Background: an optimization exercise with open tools, aiming at small area, a short achievable clock period and few clock cycles per item. Do not read the settings as production practice. In this exercise RTL edits were held to simulation tests only and were not proved equivalent to the original. The clock port is modelled as an ideal driver; clocking choices that lean on that would not hold on a real chip. Power figures rest on the tool's default switching activity, not on a simulated workload.

==> flow/design.v (excerpt) <==
module ebus_decoder (
    input  wire         clk,
    input  wire         rst,
    input  wire         in_valid,
    input  wire [7:0]   in_data,
    output wire         in_ready,
    output wire         tel_valid,
    output wire [7:0]   tel_src,
    output wire [7:0]   tel_dest,
    output wire [7:0]   tel_cmd_hi,
    output wire [7:0]   tel_cmd_lo,
    output wire [4:0]   tel_len,
    output wire [127:0] tel_payload,
    output wire [7:0]   tel_crc,
    output wire         tel_has_rsp,
    output wire [4:0]   tel_rsp_len,
    output wire [127:0] tel_rsp_payload,
    output wire [7:0]   tel_rsp_crc,
    output wire         dfr_evt_valid,
    output wire [3:0]   dfr_evt_code,
    output wire [7:0]   dfr_evt_a,
    output wire [7:0]   dfr_evt_b,
    output wire         fsm_evt_valid,
    output wire [3:0]   fsm_evt_code,
    output wire         fsm_evt_rsp,
    output wire [7:0]   fsm_evt_a,
    output wire [7:0]   fsm_evt_b
);
  assign in_ready = 1'b1;
  wire       log_valid;
  wire [7:0] log_byte;
  wire       dfr_frm, dfr_sts;
  wire [5:0] dfr_a_lo;
  ebus_deframer u_deframer (
      .clk      (clk),
      .rst      (rst),
      .raw_valid(in_valid),
      .raw_byte (in_data),
      .log_valid(log_valid),
      .byte_q   (log_byte),
      .evt_valid(dfr_evt_valid),
      .evt_frm  (dfr_frm),
      .evt_sts  (dfr_sts),
      .evt_a_lo (dfr_a_lo)
  );
  assign dfr_evt_code = {2'b00, dfr_sts, dfr_frm};
  assign dfr_evt_a    = {dfr_frm, dfr_frm, dfr_a_lo};
  ...
export LEC_CHECK = 0
export CAP_MARGIN = 20
export CORE_MARGIN = 2
export CORE_UTILIZATION = 65
export PLACE_DENSITY = 0.75
export SLEW_MARGIN = 20
create_clock -name core_clock -period 5.0 [get_ports {clk}]
run.sh (not shown) runs the stock make flow with config.mk's settings and CLKGATE_MAP_FILE= SYNTH_SCRIPT=/design/flow/synth_recipe.tcl, a recipe that flattens the netlist after the stock synthesis.
Testbench counts at the start, summed over its fixed seeds: cycles 13,828, bytes 13,812.
Rerun with:
==> flow/flow/run.sh (new file) <==
#!/bin/bash
# Standard ORFS layout (the standard.sh, standard synthesis unchanged),
# except that the port buffers are the smallest buffer, buf_1, instead of
# the cell buffer_ports picks by default.
set -euo pipefail
export BUFFER_PORTS_ARGS="-buffer_cell sky130_fd_sc_hd__buf_1"
bash standard.sh finish > standard_flow.log 2>&1
==> flow/standard.sh (new file) <==
#!/bin/bash
# synth_recipe.tcl (not shown) runs the flow's synth.tcl, then flattens the netlist and writes it again
# the make line also repeats each setting of config.mk as NAME=value (left out here)
make -C /OpenROAD-flow-scripts/flow DESIGN_CONFIG=/design/flow/config.mk WORK_HOME=/design/flow/orfs CLKGATE_MAP_FILE= SYNTH_SCRIPT=/design/flow/synth_recipe.tcl "${@:-finish}"
- CORE_UTILIZATION: 65 -> 40
- PLACE_DENSITY: 0.75 -> default
removed: flow/run.sh
Effect:
- sequential share of layout area climbs by 7.4 points
- fmax came out higher by 13%
- core utilization goes down by 41 points
Rerun with:
- SETUP_SLACK_MARGIN: default -> 2.5
Result: Worst setup slack is better by 0.49 ns. Sequential power barely changes. Clock power came out lower by a few percent. Global-route usage came out higher by 0.11 points. Wire length stays flat. Count of clock-buffer cells in the layout came out higher by 6. Final cell count came out higher slightly. Flip-flop and latch count stays the same.
Rerun with:
==> flow/run.sh (new file) <==
#!/bin/bash
# synth_recipe.tcl (not shown) runs the flow's synth.tcl, then flattens the netlist and writes it again
# the make line also repeats each setting of config.mk as NAME=value (left out here)
make -C /OpenROAD-flow-scripts/flow DESIGN_CONFIG=/design/flow/config.mk WORK_HOME=/design/flow/orfs CLKGATE_MAP_FILE= SYNTH_SCRIPT=/design/flow/synth_recipe.tcl finish
- SETUP_SLACK_MARGIN: 2.5 -> default
removed: flow/flow/run.sh
removed: flow/standard.sh
Effect: Hold slack improves by 0.0069 ns; routed wire length went up by about 10%; global-route usage grows by 2.0 points; count of clock-buffer cells in the layout shrinks by 2.

Another version of the RTL of ebus_decoder (not shown whole).
Size in the first run: about 700 cells after synthesis, ~390 flip-flops, ~370 I/O pins, ~13000 µm² of cells after synthesis.
clock: 5.0 ns
lec_check: 0
cap_margin: 20
core_margin: 2
core_utilization: 40
cts_cluster_diameter: 80
cts_cluster_size: 30
place_density: 0.45
setup_slack_margin: 2.9
slew_margin: 20
standard.sh (not shown) runs the stock make flow with config.mk's settings and CLKGATE_MAP_FILE= SYNTH_SCRIPT=/design/flow/synth_recipe.tcl, a recipe that flattens the netlist after the stock synthesis.
==> flow/flow/run.sh <==
#!/bin/bash
# Standard ORFS layout (the standard.sh, standard synthesis unchanged),
# except that:
#  - the port buffers are buf_1 instead of the cell buffer_ports picks;
#  - after CTS the clock tree's root buffer is removed, so the clock port
#    drives the tree's first-level buffers (2 to 4 of them) directly;
#  - after global placement each output port's buffer, and the register
#    driving it if it drives nothing else, are moved next to the port's
#    pin (detailed placement legalizes them); a register that also drives
#    other loads gets a buffer next to it in front of those loads.
set -euo pipefail
export BUFFER_PORTS_ARGS="-buffer_cell sky130_fd_sc_hd__buf_1"
export PRE_CTS_TCL="$PWD/flow/prects.tcl"
export POST_GLOBAL_PLACE_TCL="$PWD/flow/pullff.tcl"
bash standard.sh finish > standard_flow.log 2>&1
==> flow/flow/pullff.tcl <==
# After global placement: move each output port's buffer, and the register
# that drives it, to the core edge next to the port's pin, so that both the
# register-to-buffer and the buffer-to-pin wires are short. Detailed
# placement then legalizes the moved cells.
proc my_pull_output_regs {} {
  set blk [ord::get_db_block]
  set core [$blk getCoreArea]
  set cx0 [$core xMin]; set cy0 [$core yMin]
  set cx1 [$core xMax]; set cy1 [$core yMax]
  set moved 0
  foreach bt [$blk getBTerms] {
    if {[$bt getIoType] ne "OUTPUT"} continue
    set net [$bt getNet]
    if {$net eq "NULL"} continue
    set buf ""
    foreach it [$net getITerms] {
      if {[$it getIoType] eq "OUTPUT"} { set buf [$it getInst] }
    }
    if {$buf eq ""} continue
    set bb [$bt getBBox]
    set px [expr {([$bb xMin] + [$bb xMax]) / 2}]
    set py [expr {([$bb yMin] + [$bb yMax]) / 2}]
    set px [expr {min(max($px, $cx0), $cx1 - 2000)}]
    set py [expr {min(max($py, $cy0), $cy1 - 2720)}]
    $buf setLocation $px $py
    set a [$buf findITerm A]
    if {$a eq "NULL"} continue
    set inet [$a getNet]
    if {$inet eq "NULL"} continue
    set drv ""
    foreach it [$inet getITerms] {
      if {[$it getIoType] eq "OUTPUT"} { set drv [$it getInst] }
    }
    if {$drv eq ""} continue
    if {![string match "*dfxtp*" [[$drv getMaster] getName]]} continue
    # a register with other loads stays where global placement put it
    if {[llength [$inet getITerms]] > 2} continue
    $drv setLocation $px $py
    incr moved
  }
  puts "my_pull_output_regs: moved $moved registers"
}
my_pull_output_regs
# For each register that drives an output port's buffer and also other
# loads, put a buffer next to the register in front of those other loads,
# so the register itself sees two short wires.
proc my_isolate_output_regs {} {
  set blk [ord::get_db_block]
  set n 0
  foreach bt [$blk getBTerms] {
    if {[$bt getIoType] ne "OUTPUT"} continue
    set net [$bt getNet]
    if {$net eq "NULL"} continue
    set buf ""
    foreach it [$net getITerms] {
      if {[$it getIoType] eq "OUTPUT"} { set buf [$it getInst] }
    }
    if {$buf eq ""} continue
    set a [$buf findITerm A]
    if {$a eq "NULL"} continue
    set inet [$a getNet]
    if {$inet eq "NULL"} continue
    set drv ""
    set others {}
    foreach it [$inet getITerms] {
      if {[$it getIoType] eq "OUTPUT"} { set drv [$it getInst]; continue }
      if {[$it getInst] ne $buf} {
        lappend others "[[$it getInst] getName]/[[$it getMTerm] getName]"
      }
    }
    if {$drv eq "" || [llength $others] == 0} continue
    if {![string match "*dfxtp*" [[$drv getMaster] getName]]} continue
    set loc [$drv getLocation]
    set x [expr {[lindex $loc 0] / 1000.0}]
    set y [expr {[lindex $loc 1] / 1000.0}]
    insert_buffer -buffer_cell sky130_fd_sc_hd__buf_2 -load_pins [get_pins $others] -location [list $x $y]
    incr n
  }
  puts "my_isolate_output_regs: buffered $n registers"
}
my_isolate_output_regs
Other scripts of this flow, unchanged in this note and not shown: flow/flow/prects.tcl, flow/flow/rmroot.tcl
The starting point finished with timing, DRC and antenna clean.
Testbench counts at the start, summed over its fixed seeds: cycles 13,828, bytes 13,812.
==> next run, changes <==
--- a/flow/flow/run.sh
+++ b/flow/flow/run.sh
@@ -8,3 +8,2 @@
-#    driving it if it drives nothing else, are moved next to the port's
-#    pin (detailed placement legalizes them); a register that also drives
-#    other loads gets a buffer next to it in front of those loads.
+#    driving it, are moved next to the port's pin (detailed placement
+#    legalizes them).
==> flow/flow/pullff.tcl (replaced) <==
# After global placement: move each output port's buffer, and the register
# that drives it, to the core edge next to the port's pin, so that both the
# register-to-buffer and the buffer-to-pin wires are short. Detailed
# placement then legalizes the moved cells.
proc my_pull_output_regs {} {
  set blk [ord::get_db_block]
  set core [$blk getCoreArea]
  set cx0 [$core xMin]; set cy0 [$core yMin]
  set cx1 [$core xMax]; set cy1 [$core yMax]
  set moved 0
  foreach bt [$blk getBTerms] {
    if {[$bt getIoType] ne "OUTPUT"} continue
    set net [$bt getNet]
    if {$net eq "NULL"} continue
    set buf ""
    foreach it [$net getITerms] {
      if {[$it getIoType] eq "OUTPUT"} { set buf [$it getInst] }
    }
    if {$buf eq ""} continue
    set bb [$bt getBBox]
    set px [expr {([$bb xMin] + [$bb xMax]) / 2}]
    set py [expr {([$bb yMin] + [$bb yMax]) / 2}]
    set px [expr {min(max($px, $cx0), $cx1 - 2000)}]
    set py [expr {min(max($py, $cy0), $cy1 - 2720)}]
    $buf setLocation $px $py
    set a [$buf findITerm A]
    if {$a eq "NULL"} continue
    set inet [$a getNet]
    if {$inet eq "NULL"} continue
    set drv ""
    foreach it [$inet getITerms] {
      if {[$it getIoType] eq "OUTPUT"} { set drv [$it getInst] }
    }
    if {$drv eq ""} continue
    if {![string match "*dfxtp*" [[$drv getMaster] getName]]} continue
    $drv setLocation $px $py
    incr moved
  }
  puts "my_pull_output_regs: moved $moved registers"
}
my_pull_output_regs
Settings changed: CTS_CLUSTER_DIAMETER 80 to 50, CTS_CLUSTER_SIZE 30 to 18, SETUP_SLACK_MARGIN 2.9 to 2.95.
What happened:
- clock power climbs by 53%
- core utilization climbs by 1.5 points
- power climbs by 16%
- global-route usage climbs by 0.61 points
- combinational power climbs by about 3%
- design area climbs by 3.1%
- setup slack loses 0.0057 ns
- sequential power barely changes
- final cell count stays flat
- register-to-register slack gains 0.04 ns
- die area is unchanged
==> next run, changes <==
--- a/flow/flow/run.sh
+++ b/flow/flow/run.sh
@@ -9 +9,4 @@
-#    legalizes them).
+#    legalizes them); a register that also drives other loads gets a
+#    buffer next to it in front of those loads.
+#  - pins are kept at least 1.8 um apart, which spreads them along the
+#    die edges and leaves room for the registers moved next to them.
@@ -13,0 +17 @@
+export PLACE_PINS_ARGS="-min_distance 1.8"
--- a/flow/flow/pullff.tcl
+++ b/flow/flow/pullff.tcl
@@ -41,0 +42,38 @@
+# For each register that drives an output port's buffer and also other
+# loads, put a buffer next to the register in front of those other loads,
+# so the register itself sees two short wires.
+proc my_isolate_output_regs {} {
+  set blk [ord::get_db_block]
+  set n 0
+  foreach bt [$blk getBTerms] {
+    if {[$bt getIoType] ne "OUTPUT"} continue
+    set net [$bt getNet]
+    if {$net eq "NULL"} continue
+    set buf ""
+    foreach it [$net getITerms] {
+      if {[$it getIoType] eq "OUTPUT"} { set buf [$it getInst] }
+    }
+    if {$buf eq ""} continue
+    set a [$buf findITerm A]
+    if {$a eq "NULL"} continue
+    set inet [$a getNet]
+    if {$inet eq "NULL"} continue
+    set drv ""
+    set others {}
+    foreach it [$inet getITerms] {
+      if {[$it getIoType] eq "OUTPUT"} { set drv [$it getInst]; continue }
+      if {[$it getInst] ne $buf} {
+        lappend others "[[$it getInst] getName]/[[$it getMTerm] getName]"
+      }
+    }
+    if {$drv eq "" || [llength $others] == 0} continue
+    if {![string match "*dfxtp*" [[$drv getMaster] getName]]} continue
+    set loc [$drv getLocation]
+    set x [expr {[lindex $loc 0] / 1000.0}]
+    set y [expr {[lindex $loc 1] / 1000.0}]
+    insert_buffer -buffer_cell sky130_fd_sc_hd__buf_2 -load_pins [get_pins $others] -location [list $x $y]
+    incr n
+  }
+  puts "my_isolate_output_regs: buffered $n registers"
+}
+my_isolate_output_regs
Settings changed: CTS_CLUSTER_DIAMETER 50 to 80, CTS_CLUSTER_SIZE 18 to 30, SETUP_SLACK_MARGIN 2.95 to 2.9.
- The changed run produced a clean layout
- total power shrinks by 13%
- fmax came out lower by 4.6%
- sequential power is about the same
- synthesized area does not change
==> next run, changes <==
--- a/flow/flow/run.sh
+++ b/flow/flow/run.sh
@@ -9,4 +9 @@
-#    legalizes them); a register that also drives other loads gets a
-#    buffer next to it in front of those loads.
-#  - pins are kept at least 1.8 um apart, which spreads them along the
-#    die edges and leaves room for the registers moved next to them.
+#    legalizes them).
@@ -17 +13,0 @@
-export PLACE_PINS_ARGS="-min_distance 1.8"
==> flow/flow/pullff.tcl (replaced) <==
# After global placement: move each output port's buffer, and the register
# that drives it, to the core edge next to the port's pin, so that both the
# register-to-buffer and the buffer-to-pin wires are short. Detailed
# placement then legalizes the moved cells.
proc my_pull_output_regs {} {
  set blk [ord::get_db_block]
  set core [$blk getCoreArea]
  set cx0 [$core xMin]; set cy0 [$core yMin]
  set cx1 [$core xMax]; set cy1 [$core yMax]
  set moved 0
  foreach bt [$blk getBTerms] {
    if {[$bt getIoType] ne "OUTPUT"} continue
    set net [$bt getNet]
    if {$net eq "NULL"} continue
    set buf ""
    foreach it [$net getITerms] {
      if {[$it getIoType] eq "OUTPUT"} { set buf [$it getInst] }
    }
    if {$buf eq ""} continue
    set bb [$bt getBBox]
    set px [expr {([$bb xMin] + [$bb xMax]) / 2}]
    set py [expr {([$bb yMin] + [$bb yMax]) / 2}]
    set px [expr {min(max($px, $cx0), $cx1 - 2000)}]
    set py [expr {min(max($py, $cy0), $cy1 - 2720)}]
    $buf setLocation $px $py
    set a [$buf findITerm A]
    if {$a eq "NULL"} continue
    set inet [$a getNet]
    if {$inet eq "NULL"} continue
    set drv ""
    foreach it [$inet getITerms] {
      if {[$it getIoType] eq "OUTPUT"} { set drv [$it getInst] }
    }
    if {$drv eq ""} continue
    if {![string match "*dfxtp*" [[$drv getMaster] getName]]} continue
    $drv setLocation $px $py
    incr moved
  }
  puts "my_pull_output_regs: moved $moved registers"
}
my_pull_output_regs
Outcome: Total power decreases by about 2.7%; register-to-register slack gets better by 0.09 ns; final cell count went down by 1.3%; combinational power drops by about 9%; setup slack improves by 0.085 ns; synthesized cell count is unchanged; maximum frequency increases by 4.2%; clock power goes down by about 8%.

## static timing again, ports no longer ideal
In the flow no input, the clock included, has a driving cell. The finished layouts below were timed again as built, in two steps. Step 1 (the two cells are an assumption about what drives the block):
set clk [get_ports {clk}]
set_driving_cell -lib_cell sky130_fd_sc_hd__clkbuf_16 $clk
set_driving_cell -lib_cell sky130_fd_sc_hd__buf_2 [delete_from_list [all_inputs] $clk]
Step 2, shift: input delay + t, output delay - t, t = (earliest + latest rising clock arrival at the registers) / 2. This alone moves slack from input paths to output paths. Slacks: no drivers / after step 1 / after step 2; pairs: no drivers / after step 1.
| run | shift t [ns] | setup WS [ns] | worst setup path after step 2 | worst slew at a driven data input, ns | cell pins on the clock port's net |
|---|---|---|---|---|---|
| the first run of note 1 | 0.559 | 1.697 / 1.648 / 1.978 | register to register | 0.04 | 1 |
| the second run of note 1 | 0.557 | 2.069 / 2.022 / 2.179 | register to register | 0.05 | 1 |
| the third run of note 1 | 0.565 | 2.562 / 2.513 / 2.563 | register to register | 0.04 | 1 |
| the fourth run of note 1 | 0.568 | 1.873 / 1.827 / 2.207 | register to register | 0.04 | 1 |
| the first run of note 2 | 0.447 | 2.966 / 2.905 / 2.659 | input to register | 0.03 | 2 |
| the second run of note 2 | 0.427 | 2.961 / 2.875 / 2.735 | input to register | 0.03 | 4 |
| the third run of note 2 | 0.458 | 2.863 / 2.796 / 2.651 | input to register | 0.04 | 2 |
| the fourth run of note 2 | 0.449 | 2.948 / 2.886 / 2.639 | input to register | 0.03 | 2 |
After both steps every run listed still meets setup and hold. The setup slack of the fourth run of note 2, which loses most, moves by -0.062 ns with the drivers and by -0.309 ns with both steps.
